Source: an optimization exercise on an open RTL-to-GDS flow (aim: small area). Production flows keep margins and buffers that such runs may drop.
Function was checked by simulation only, so behaviour that the tests miss may differ from the original.
Power figures rest on the tool's default switching activity, not on a simulated workload.

== v19 ==
// rab
module rab (
    input  wire        clk,
    input  wire        rst,
    input  wire        sub_valid,
    input  wire        sub_ctx,
    input  wire [31:0] sub_cmd,
    input  wire [31:0] sub_arg0,
    input  wire [31:0] sub_arg1,
    output wire [1:0]  busy,
    output wire [1:0]  done,
    output wire [2:0]  status0,
    output wire [31:0] result0,
    output wire [2:0]  status1,
    output wire [31:0] result1,
    output reg         bus_req,
    output reg         bus_we,
    output reg  [31:0] bus_addr,
    output reg  [31:0] bus_wdata,
    input  wire        bus_ack,
    input  wire [31:0] bus_rdata,
    input  wire        bus_err,
    output reg         irq_valid,
    output reg  [7:0]  irq_num,
    output reg  [2:0]  irq_prio,
    output reg         ntf_valid,
    output reg  [31:0] ntf_token
);
For scale: ~4400 cells after synthesis, ~1300 flip-flops, about 320 I/O pins, ~56000 sq um of cells after synthesis.
make LEC_CHECK=0 CAP_MARGIN=20 CORE_MARGIN=2 CORE_UTILIZATION=30 CTS_BUF_LIST=sky130_fd_sc_hd__clkbuf_16 CTS_CLUSTER_DIAMETER=60 CTS_CLUSTER_SIZE=24 PLACE_DENSITY=0.6 SLEW_MARGIN=20 finish   # period 12.0 ns
run.sh (not shown) runs the stock make flow with config.mk's settings and CLKGATE_MAP_FILE= SYNTH_SCRIPT=/design/flow/synth_recipe.tcl, a recipe that flattens the netlist after the stock synthesis.
[inputs] v4 vs v19
Settings: CTS_CLUSTER_SIZE now 16, was 24; CAP_MARGIN now 0, was 20; CTS_BUF_LIST now sky130_fd_sc_hd__clkbuf_8, was sky130_fd_sc_hd__clkbuf_16; SLEW_MARGIN now 0, was 20.
==> flow/flow/run.sh (new file) <==
#!/bin/bash
set -euo pipefail
bash standard.sh "BUFFER_PORTS_ARGS=-buffer_cell sky130_fd_sc_hd__buf_1" RECOVER_POWER=100 finish > flow_standard.log 2>&1
==> flow/standard.sh (new file) <==
#!/bin/bash
# synth_recipe.tcl (not shown) runs the flow's synth.tcl, then flattens the netlist and writes it again
# the make line also repeats each setting of config.mk as NAME=value (left out here)
make -C /OpenROAD-flow-scripts/flow DESIGN_CONFIG=/design/flow/config.mk WORK_HOME=/design/flow/orfs CLKGATE_MAP_FILE= SYNTH_SCRIPT=/design/flow/synth_recipe.tcl "${@:-finish}"
removed: flow/run.sh
## What came out
- Looking at the reports, v19 completed the entire flow and the layout it produced met the timing, design-rule and antenna checks.
- v4: flow complete, layout not clean; failing: max-capacitance violations, max-slew violations
- v19 reports its slowest library cell on the worst path as sky130_fd_sc_hd__nor3_1 while v4 reports sky130_fd_sc_hd__clkbuf_1.
- Compared with v19, v4 shows pin count of the biggest net entering global routing that has gone down by a little under 10%.
- Looking at v19 and v4, the worst hold margin is a wash.
- Between v19 and v4, the final period demand of the worst path is lower for v19.
- v4 vs. v19: static leakage power moved down, design internal power fell 12%.
- v4 gives more multi-input gate share of the layout cell area than v19 did.
- Core utilization came out lower on v4 than on v19.

* * *

Another version of the RTL of rab (not shown whole).
Size in the first run: ~1200 flip-flops, about 320 I/O pins.
==> flow/design.v (excerpt) <==
module rab (
    input  wire        clk,
    input  wire        rst,
    input  wire        sub_valid,
    input  wire        sub_ctx,
    input  wire [31:0] sub_cmd,
    input  wire [31:0] sub_arg0,
    input  wire [31:0] sub_arg1,
    output wire [1:0]  busy,
    output wire [1:0]  done,
    output wire [2:0]  status0,
    output wire [31:0] result0,
    output wire [2:0]  status1,
    output wire [31:0] result1,
    output reg         bus_req,
    output reg         bus_we,
    output reg  [31:0] bus_addr,
    output reg  [31:0] bus_wdata,
    input  wire        bus_ack,
    input  wire [31:0] bus_rdata,
    input  wire        bus_err,
    output reg         irq_valid,
    output reg  [7:0]  irq_num,
    output reg  [2:0]  irq_prio,
    output reg         ntf_valid,
    output reg  [31:0] ntf_token
);
export LEC_CHECK = 0
export ABC_AREA = 1
export CAP_MARGIN = 20
export CORE_MARGIN = 2
export CORE_UTILIZATION = 30
export CTS_BUF_LIST = sky130_fd_sc_hd__clkbuf_8
export CTS_CLUSTER_DIAMETER = 60
export CTS_CLUSTER_SIZE = 16
export PLACE_DENSITY = 0.6
export SLEW_MARGIN = 20
create_clock -name core_clock -period 12.0 [get_ports {clk}]
standard.sh (not shown) runs the stock make flow with config.mk's settings and CLKGATE_MAP_FILE= SYNTH_SCRIPT=/design/flow/synth_recipe.tcl, a recipe that flattens the netlist after the stock synthesis.
==> flow/flow/run.sh <==
#!/bin/bash
set -euo pipefail
bash standard.sh "BUFFER_PORTS_ARGS=-buffer_cell sky130_fd_sc_hd__buf_1" finish > flow_standard.log 2>&1
The baseline ran to the end with no violations.
Change:
Settings changed: ABC_AREA 1 to not set, CORE_UTILIZATION 30 to 50, PLACE_DENSITY 0.6 to 0.7.
What happened:
- fmax came out lower by about 8%
- critical path depth is lower by 9
- register-to-register slack is worse by 810 ps
Change:
Settings changed: CORE_UTILIZATION 50 to 30, CTS_BUF_LIST sky130_fd_sc_hd__clkbuf_8 to sky130_fd_sc_hd__clkbuf_16, CTS_CLUSTER_DIAMETER 60 to 100, CTS_CLUSTER_SIZE 16 to 30, PLACE_DENSITY 0.7 to 0.6.
Result: Fmax barely changes. Cell count grows by 15%. Die area is higher by about 66%. Final area climbs by 1.6%. Worst setup slack degrades by 8.2 ps. Synthesized area stays the same.
Change:
Settings changed: CTS_BUF_LIST sky130_fd_sc_hd__clkbuf_16 to sky130_fd_sc_hd__clkbuf_8, CTS_CLUSTER_DIAMETER 100 to 40, CTS_CLUSTER_SIZE 30 to 18.
Cell count increases by a few percent. Total power increases by roughly a tenth. Global-route usage increases by 0.35 points.
Change:
Settings changed: CAP_MARGIN 20 to 0, CTS_CLUSTER_DIAMETER 40 to 60, CTS_CLUSTER_SIZE 18 to 16, SLEW_MARGIN 20 to 0.
=> The changed run finished clean. Wire length decreases slightly. Fmax barely changes. Clock power decreases by a quarter to a third. First-iteration DRC count increases slightly. Final cell count decreases slightly. Final area decreases slightly. Synthesized area stays the same. Global-route usage decreases by 0.12 points. Die area does not change. Sequential power stays flat.

* * *

rab again, from the RTL that the note above started with.
export LEC_CHECK = 0
export CAP_MARGIN = 20
export CORE_MARGIN = 2
export CORE_UTILIZATION = 40
export CTS_BUF_LIST = sky130_fd_sc_hd__clkbuf_8
export CTS_CLUSTER_DIAMETER = 60
export CTS_CLUSTER_SIZE = 16
export PLACE_DENSITY = 0.9
export SLEW_MARGIN = 20
create_clock -name core_clock -period 12.0 [get_ports {clk}]
Scripts as last shown in full above: flow/flow/run.sh
The baseline produced a clean layout.
Then changed:
- CORE_UTILIZATION: 40 -> 30
- CTS_BUF_LIST: sky130_fd_sc_hd__clkbuf_8 -> sky130_fd_sc_hd__clkbuf_4
- CTS_CLUSTER_DIAMETER: 60 -> 40
- CTS_CLUSTER_SIZE: 16 -> 8
- PLACE_DENSITY: 0.9 -> 0.6
Worst setup slack is worse by 0.33 ns; first-iteration DRC count shrinks by a quarter to a third; hold slack loses 0.0036 ns; routed wire length increases by a few percent; clock skew rose by 0.087 ns; total power goes up by a few percent; cell area climbs by a few percent; synthesized cell count is unchanged; combinational power hardly moves.
Then changed:
==> flow/flow/run.sh (replaced) <==
#!/bin/bash
set -euo pipefail
bash standard.sh "BUFFER_PORTS_ARGS=-buffer_cell sky130_fd_sc_hd__buf_1" "PRE_GLOBAL_PLACE_TCL=$PWD/flow/pre_gpl.tcl" finish > flow_standard.log 2>&1
==> flow/flow/pre_gpl.tcl (new file) <==
# Remove the synthesis buffers before placement (as timing-driven placement does).
remove_buffers
- CTS_BUF_LIST: sky130_fd_sc_hd__clkbuf_4 -> sky130_fd_sc_hd__clkbuf_8
- CTS_CLUSTER_DIAMETER: 40 -> 60
- CTS_CLUSTER_SIZE: 8 -> 16
- GPL_TIMING_DRIVEN: not set -> 0
The new run produced a clean layout.
Design area came out higher by about 1.5%.
Wire length is lower by about 3.4%.
Die area stays the same.
Global-route usage came out lower by 0.83 points.
Sequential power stays flat.
Then changed:
==> flow/flow/run.sh (replaced) <==
#!/bin/bash
set -euo pipefail
bash standard.sh "BUFFER_PORTS_ARGS=-buffer_cell sky130_fd_sc_hd__buf_1" finish > flow_standard.log 2>&1
- GPL_TIMING_DRIVEN: 0 -> not set
removed: flow/flow/pre_gpl.tcl
The new run went through all stages and came out clean; via count went down slightly; utilization came out lower by 0.74 points; sequential share of layout area rose by 1.2 points; maximum frequency went up by a few percent; total power falls slightly; critical path depth decreases by 2; cell area falls by a few percent; clock-buffer cell count decreases by 1; clock skew increases by 0.0059 ns; final cell count fell slightly; hold slack gains 0.0042 ns.
Then changed:
- CTS_BUF_LIST: sky130_fd_sc_hd__clkbuf_8 -> sky130_fd_sc_hd__clkbuf_16
- CTS_CLUSTER_DIAMETER: 60 -> 80
- CTS_CLUSTER_SIZE: 16 -> 24
After rerunning: Power increases by 2.5%; critical path depth stays the same; cell count decreases by about 0.8%; first-iteration DRC count shrinks by 3.1%; count of clock-buffer cells in the layout shrinks by 31; maximum frequency went up by 2.1%.

* * *

rab with an RTL version that a note above also has.
For scale: about 1300 flip-flops, ~320 I/O pins.
clock: 12.0 ns
lec_check: 0
cap_margin: 20
core_margin: 2
core_utilization: 30
cts_buf_list: sky130_fd_sc_hd__clkbuf_8
cts_cluster_diameter: 60
cts_cluster_size: 16
place_density: 0.6
slew_margin: 20
run.sh (not shown) runs the stock make flow with config.mk's settings and CLKGATE_MAP_FILE= SYNTH_SCRIPT=/design/flow/synth_recipe.tcl, a recipe that flattens the netlist after the stock synthesis.
Stock flow here: none of the scripts above is used.
Then changed:
==> flow/flow/run.sh (new file) <==
#!/bin/bash
set -euo pipefail
bash standard.sh "BUFFER_PORTS_ARGS=-buffer_cell sky130_fd_sc_hd__buf_1" finish > flow_standard.log 2>&1
==> flow/standard.sh (new file) <==
#!/bin/bash
# synth_recipe.tcl (not shown) runs the flow's synth.tcl, then flattens the netlist and writes it again
# the make line also repeats each setting of config.mk as NAME=value (left out here)
make -C /OpenROAD-flow-scripts/flow DESIGN_CONFIG=/design/flow/config.mk WORK_HOME=/design/flow/orfs CLKGATE_MAP_FILE= SYNTH_SCRIPT=/design/flow/synth_recipe.tcl "${@:-finish}"
removed: flow/run.sh
Synthesized cell count is unchanged.
Core utilization shrinks by 1.1 points.
Setup slack gains 0.26 ns.

[port drivers added, routing unchanged]
In the flow no input, the clock included, has a driving cell. The finished layouts below were timed again as built, in two steps. Step 1, drivers: a clkbuf_16 drives clk and a buf_2 each remaining input, both assumed. Step 2 times the ports against the registers' clock, not the clock port: input delays grow and output delays shrink by t, the midpoint of the rising clock arrivals with the driver on. Three values: no drivers, after step 1, after step 2; two values: the first two.
run | t, ns | slack for setup (ns) | hold WS [ns] | latest minus earliest clock arrival (ns) | worst register clock-pin slew, ns
v19 | 0.794 | 0.796 / 0.711 / 1.505 | 0.461 / 0.461 / 0.461 | 0.070 / 0.070 | 0.09 / 0.09
v4 | 0.929 | 0.447 / 0.508 / -0.422 | 0.464 / 0.464 / 0.464 | 0.082 / 0.081 | 0.11 / 0.11
the first run of note 2 | 0.986 | 1.784 / 1.701 / 2.687 | 0.467 / 0.467 / 0.467 | 0.117 / 0.117 | 0.12 / 0.12
the second run of note 2 | 0.883 | 0.919 / 0.844 / 1.727 | 0.461 / 0.461 / 0.461 | 0.073 / 0.073 | 0.11 / 0.11
the third run of note 2 | 0.787 | 0.911 / 0.830 / 1.618 | 0.462 / 0.462 / 0.462 | 0.073 / 0.073 | 0.12 / 0.12
the fourth run of note 2 | 0.978 | 0.735 / 0.663 / 1.641 | 0.457 / 0.457 / 0.457 | 0.081 / 0.081 | 0.11 / 0.11
the fifth run of note 2 | 0.927 | 0.759 / 0.687 / 1.614 | 0.463 / 0.463 / 0.463 | 0.106 / 0.106 | 0.11 / 0.11
the first run of note 3 | 0.932 | 0.780 / 0.712 / 1.645 | 0.465 / 0.465 / 0.465 | 0.045 / 0.045 | 0.11 / 0.11
the second run of note 3 | 1.300 | 0.449 / 0.383 / 1.683 | 0.461 / 0.461 / 0.461 | 0.133 / 0.132 | 0.11 / 0.11
the third run of note 3 | 0.940 | 0.378 / 0.307 / 1.247 | 0.459 / 0.459 / 0.459 | 0.099 / 0.099 | 0.11 / 0.11
the fourth run of note 3 | 0.925 | 0.750 / 0.678 / 1.604 | 0.463 / 0.463 / 0.463 | 0.102 / 0.103 | 0.11 / 0.11
the fifth run of note 3 | 0.770 | 0.982 / 0.902 / 1.672 | 0.460 / 0.460 / 0.460 | 0.064 / 0.064 | 0.11 / 0.11
the first run of note 4 | 0.944 | 0.761 / 0.675 / 1.619 | 0.461 / 0.461 / 0.461 | 0.094 / 0.094 | 0.11 / 0.11
the second run of note 4 | 0.941 | 1.025 / 0.942 / 1.883 | 0.462 / 0.462 / 0.462 | 0.060 / 0.060 | 0.11 / 0.11
The setup slack of v4, which loses most, moves by +0.061 ns with the drivers and by -0.869 ns with both steps.
